Context: an optimization exercise on an open-source flow, tuned for small area, a short achievable clock period and few clock cycles. The choices shown serve that exercise and are no tape-out recipe. Only simulation tests tie the RTL to the original design; equivalence was not proved.

## old
==> flow/design.v <==
module dict_compress (
    input  wire       clk,
    input  wire       rst,         
    input  wire       start,       
    output wire [1:0] status,      
    output wire [2:0] err,         
    input  wire       in_valid,
    input  wire       in_end,      
    input  wire [7:0] in_data,
    output wire       in_ready,
    output wire       out_valid,
    output wire [7:0] out_data,
    input  wire       out_ready
);
    localparam [1:0] ST_IDLE = 2'd0, ST_BUSY = 2'd1, ST_DONE = 2'd2, ST_ERROR = 2'd3;
    reg [1:0] status_r;
    reg       err_r;
    reg       in_ready_r;
    reg       out_valid_r;
    reg [7:0] out_data_r;
    assign status    = status_r;
    assign err       = {err_r, 2'b00};
    assign in_ready  = in_ready_r;
    assign out_valid = out_valid_r;
    assign out_data  = out_data_r;
    wire busy     = (status_r == ST_BUSY);
    wire go       = start && !busy;
    wire take_in  = in_valid && in_ready_r;
    wire take_out = out_valid_r && out_ready;
    reg        full_r;             
    reg  [7:0] buf_r;
    reg        prod;               
    wire       push = prod && !full_r;
    reg        ph_code;            
    reg  [5:0] dj;                 
    reg  [5:0] dpos;               
    wire       dict_push = push && !ph_code;
    integer i, j, w, mm, t, pos;
    reg [6:0] cnt_in;              
    reg       s1_valid;
    reg [7:0] s1_data;
    reg  [7:0] slot [0:63];        
    reg [63:1] flag_r;
    wire [63:0] flag = {flag_r, 1'b1};    
    reg  [5:0] cum [1:7];
    reg [6:0] len3;                
    reg [6:0] n;                   
    reg [2:0] cw;                  
    reg       v3;
    reg [7:0] d3;
    reg       miss3;
    reg       fwd3;
    reg [7:0] rh3;                 
    reg [2:0] pre3;                
    reg [6:0] n3;                  
    reg [63:0] mv;                 
    reg [7:0]  rowhit;             
    reg [2:0]  pref [0:63];        
    reg [2:0]  pre2;               
    always @(*) begin
        for (i = 0; i < 64; i = i + 1)
            mv[i] = slot[i] == s1_data && flag[i] && (i != 0 || len3 != 7'd0);
        for (i = 0; i < 8; i = i + 1)
            rowhit[i] = |mv[8*i +: 8];
        for (i = 0; i < 64; i = i + 8) begin
            pref[i]     = 3'd0;
            pref[i + 1] = {2'd0, flag[i]};
            pref[i + 2] = {2'd0, flag[i]} + {2'd0, flag[i + 1]};
            pref[i + 3] = pref[i + 2] + {2'd0, flag[i + 2]};
            pref[i + 4] = pref[i + 2] + ({2'd0, flag[i + 2]} + {2'd0, flag[i + 3]});
            pref[i + 5] = pref[i + 4] + {2'd0, flag[i + 4]};
            pref[i + 6] = pref[i + 4] + ({2'd0, flag[i + 4]} + {2'd0, flag[i + 5]});
            pref[i + 7] = pref[i + 6] + {2'd0, flag[i + 6]};
        end
        pre2 = 3'd0;
        for (i = 0; i < 64; i = i + 1)
            pre2 = pre2 | (pref[i] & {3{mv[i]}});
    end
    wire hit_slot = |rowhit;
    wire fwd  = v3 && miss3 && (d3 == s1_data);
    wire hit  = hit_slot || fwd;
    wire miss = s1_valid && !hit;
    wire cw_step = (n == 7'd2) || (n == 7'd4) || (n == 7'd8) ||
                   (n == 7'd16) || (n == 7'd32);
    wire [2:0] cw_b = cw + {2'd0, cw_step};
    reg [5:0] pcum;                
    always @(*) begin
        pcum = 6'd0;
        for (i = 1; i < 8; i = i + 1)
            pcum = pcum | (cum[i] & {6{rh3[i]}});
    end
    wire [5:0] n3m1    = n3[5:0] - 6'd1;
    wire [5:0] rank    = fwd3 ? n3m1 : pcum + {3'd0, pre3};
    wire [7:0] wr_data = {d3[7:6], miss3 ? d3[5:0] : rank};
    wire [5:0] w_addr = v3 ? len3[5:0] : dpos;
    wire [7:0] w_data = v3 ? wr_data : {d3[7:6], dj};
    always @(posedge clk) begin
        if (s1_valid && cnt_in == 7'd1)
            slot[0] <= s1_data;
        for (i = 1; i < 64; i = i + 1)
            if ((v3 || dict_push) && w_addr == i)
                slot[i] <= w_data;
        for (i = 1; i < 64; i = i + 1)
            if (go || ((v3 || dict_push) && w_addr == i))
                flag_r[i] <= v3 && miss3 && !go;
        for (i = 1; i < 8; i = i + 1)
            if (v3 && len3[5:0] == 8 * i)
                cum[i] <= n3[5:0];
    end
    wire [6:0] len_f = cnt_in;     
    wire [2:0] rem_a = 3'd3 + cw   * len_f[2:0];
    wire [2:0] rem_b = 3'd3 + cw_b * len_f[2:0];
    wire [6:0] n_b   = n + 7'd1;
    wire [7:0] hdr_a = {rem_a, 1'b0, n[6:3]};
    wire [7:0] hdr_b = {rem_b, 1'b0, n_b[6:3]};
    reg [3:0] r;                   
    reg [2:0] m;                   
    reg [2:0] carry;               
    reg [5:0] p_r;                 
    reg [63:0] dx;                 
    reg [7:0]  dxg;                
    reg [2:0]  dng, dnc;
    reg [7:0]  dxr;
    always @(*) begin
        for (i = 0; i < 64; i = i + 1)
            dx[i] = i != 0 && dpos != i &&
                    (flag[i] || (v3 && miss3 && len3[5:0] == i));
        for (i = 0; i < 8; i = i + 1)
            dxg[i] = |dx[8*i +: 8];
        dng = 3'd0;
        for (i = 7; i >= 0; i = i - 1)
            if (dxg[i]) dng = i[2:0];
        dxr = dx[{dng, 3'd0} +: 8];
        dnc = 3'd0;
        for (i = 7; i >= 0; i = i - 1)
            if (dxr[i]) dnc = i[2:0];
    end
    wire [5:0] dnext = {dng, dnc};
    wire [2:0] rd_row = ph_code ? r[2:0] : dpos[5:3];
    reg [63:0] rrow;
    reg [47:0] row;
    always @(*) begin
        for (i = 0; i < 8; i = i + 1) begin
            rrow[i*8 +: 8] = slot[{rd_row, i[2:0]}];
            row[i*6 +: 6] = (((r < cnt_in[6:3]) || (r == cnt_in[6:3] && i < cnt_in[2:0])) &&
                             (r != 4'd0 || i != 0))
                            ? rrow[i*8 +: 6] : 6'd0;
        end
    end
    wire [7:0] dbyte = rrow[{dpos[2:0], 3'd0} +: 8];
    reg [7:0] cbyte;
    always @(*) begin
        cbyte = 8'd0;
        pos   = 0;
        for (w = 1; w <= 6; w = w + 1)
            for (mm = 0; mm < w; mm = mm + 1)
                if (cw == w && m == mm)
                    for (t = 0; t < 8; t = t + 1) begin
                        pos = 8 * mm + t;
                        cbyte[7 - t] = row[(pos / w) * 6 + (w - 1 - pos % w)];
                    end
    end
    wire [5:0] m8p5      = {m, 3'b101};
    wire       last_code = (r > cnt_in[6:3]) || ((r == cnt_in[6:3]) && (m8p5 >= p_r));
    wire       row_end   = (m == cw - 3'd1);
    always @(posedge clk) begin
        p_r <= cw * cnt_in[2:0];
    end
    wire [7:0] pb_src   = ph_code ? cbyte : dbyte;
    wire [7:0] pbyte    = {carry, pb_src[7:3]};
    always @(posedge clk) begin
        s1_data <= in_data;
        d3      <= s1_data;
        miss3   <= !hit;
        fwd3    <= fwd;
        rh3     <= rowhit;
        pre3    <= pre2;
        n3      <= n;
        if (rst) begin
            status_r    <= ST_IDLE;
            err_r       <= 1'b0;
            in_ready_r  <= 1'b0;
            out_valid_r <= 1'b0;
            full_r      <= 1'b0;
            prod        <= 1'b0;
            s1_valid    <= 1'b0;
            v3          <= 1'b0;
        end else begin
            if (in_ready_r) begin
                carry   <= miss ? n_b[2:0] : n[2:0];
                ph_code <= (n == 7'd0) && !miss;
            end
            s1_valid <= 1'b0;
            if (take_in) begin
                if (in_end) begin
                    in_ready_r  <= 1'b0;
                    out_valid_r <= 1'b1;
                    out_data_r  <= miss ? hdr_b : hdr_a;
                    prod        <= 1'b1;
                end else if (cnt_in[6]) begin
                    in_ready_r <= 1'b0;
                    err_r      <= 1'b1;
                    status_r   <= ST_ERROR;
                end else begin
                    s1_valid <= 1'b1;
                    cnt_in   <= cnt_in + 7'd1;
                end
            end
            v3 <= s1_valid;
            if (s1_valid) begin
                if (miss) begin
                    n  <= n + 7'd1;
                    cw <= cw_b;
                end
            end
            if (v3)
                len3 <= len3 + 7'd1;
            if (push) begin
                carry <= pb_src[2:0];
                if (!ph_code) begin
                    if ({1'b0, dj} == n - 7'd1)
                        ph_code <= 1'b1;
                    dj   <= dj + 6'd1;
                    dpos <= dnext;
                end else begin
                    if (last_code)
                        prod <= 1'b0;
                    if (row_end) begin
                        m <= 3'd0;
                        r <= r + 4'd1;
                    end else begin
                        m <= m + 3'd1;
                    end
                end
            end
            if (!out_valid_r) begin
                if (push) begin
                    out_data_r  <= pbyte;
                    out_valid_r <= 1'b1;
                end
            end else if (!full_r) begin
                if (take_out && push)
                    out_data_r <= pbyte;
                else if (take_out) begin
                    out_valid_r <= 1'b0;
                    if (!prod)
                        status_r <= ST_DONE;
                end else if (push) begin
                    buf_r  <= pbyte;
                    full_r <= 1'b1;
                end
            end else if (take_out) begin
                out_data_r <= buf_r;
                full_r     <= 1'b0;
            end
            if (go) begin
                status_r   <= ST_BUSY;
                err_r      <= 1'b0;
                in_ready_r <= 1'b1;
                cnt_in     <= 7'd0;
                n          <= 7'd0;
                len3       <= 7'd0;
                cw         <= 3'd1;
                dj         <= 6'd0;
                dpos       <= 6'd0;
                r          <= 4'd0;
                m          <= 3'd0;
            end
        end
    end
endmodule
export LEC_CHECK = 0
export CAP_MARGIN = 20
export CORE_MARGIN = 2
export CORE_UTILIZATION = 40
export CTS_CLUSTER_DIAMETER = 100
export CTS_CLUSTER_SIZE = 20
export PLACE_DENSITY = 0.6
export SLEW_MARGIN = 20
create_clock -name core_clock -period 12.5 [get_ports {clk}]
standard.sh (not shown) runs the stock make flow with config.mk's settings and CLKGATE_MAP_FILE= SYNTH_SCRIPT=/design/flow/synth_recipe.tcl, a recipe that flattens the netlist after the stock synthesis.
==> flow/flow/run.sh <==
#!/bin/bash
set -euo pipefail
bash standard.sh SETUP_SLACK_MARGIN=8.7 finish > standard_flow.log 2>&1
Testbench counts of old, summed over its fixed seeds: cycles 14,320.
Inputs modified between old and new:
-- flow/design.v --
<<< old, line 137
    end
    wire [5:0] dnext = {dng, dnc};
    wire [2:0] rd_row = ph_code ? r[2:0] : dpos[5:3];
    reg [63:0] rrow;
    reg [47:0] row;
>>> new, line 137
    end
    wire [5:0] dnext = {dng, dnc};
    reg  [2:0] rd_row;             
    reg [63:0] rrow;
    reg [47:0] row;
<<< old, line 219
                carry <= pb_src[2:0];
                if (!ph_code) begin
                    if ({1'b0, dj} == n - 7'd1)
                        ph_code <= 1'b1;
                    dj   <= dj + 6'd1;
                    dpos <= dnext;
>>> new, line 219
                carry <= pb_src[2:0];
                if (!ph_code) begin
                    if ({1'b0, dj} == n - 7'd1) begin
                        ph_code <= 1'b1;
                        rd_row  <= 3'd0;
                    end else
                        rd_row  <= dnext[5:3];
                    dj   <= dj + 6'd1;
                    dpos <= dnext;
<<< old, line 227
                        prod <= 1'b0;
                    if (row_end) begin
                        m <= 3'd0;
                        r <= r + 4'd1;
                    end else begin
                        m <= m + 3'd1;
>>> new, line 230
                        prod <= 1'b0;
                    if (row_end) begin
                        m      <= 3'd0;
                        r      <= r + 4'd1;
                        rd_row <= r[2:0] + 3'd1;
                    end else begin
                        m <= m + 3'd1;
<<< old, line 264
                dj         <= 6'd0;
                dpos       <= 6'd0;
                r          <= 4'd0;
                m          <= 3'd0;
>>> new, line 268
                dj         <= 6'd0;
                dpos       <= 6'd0;
                rd_row     <= 3'd0;
                r          <= 4'd0;
                m          <= 3'd0;
### Flow results
Comparing new and old, the higher delay of the slowest cell on the worst path was measured on new. Multi-input combinational cell count (higher): old. new went all the way through synthesis, placement and routing and the layout is clean on timing, DRC and antenna. Of new and old, it is new that has the lower detailed-route via count. Compared with old, new shows a lower critical path depth. Delta (new minus old): number of antenna violations at the first check in global routing has increased; count of placed standard cells including taps has decreased; sequential share of cell area has increased. Looking at wire length across both flows, new is the stronger of the two, with old trailing.
Testbench counts of new, summed over its fixed seeds: cycles 14,320.

==> separate check: timing with driven ports <==
Ports are ideal in the flow. The routed layouts listed here were re-timed in OpenROAD. Step 1 sets driving cells, clkbuf_16 on the clock port and buf_2 on the other inputs (assumed; they add their load-dependent delay and slew). Step 2, shift: input delay + t, output delay - t, t = (earliest + latest rising clock arrival at the registers) / 2. This alone moves slack from input paths to output paths. Slacks: no drivers / after step 1 / after step 2; pairs: no drivers / after step 1.
run	shift t [ns]	setup WS [ns]	worst slew at a driven data input, ns
old	0.774	8.337 / 8.337 / 7.947	0.05
new	0.752	8.505 / 8.505 / 8.032	0.11
After both steps setup and hold are still met in every run listed. The setup slack of new, which loses most, moves by 0.000 ns with the drivers and by -0.473 ns with both steps.
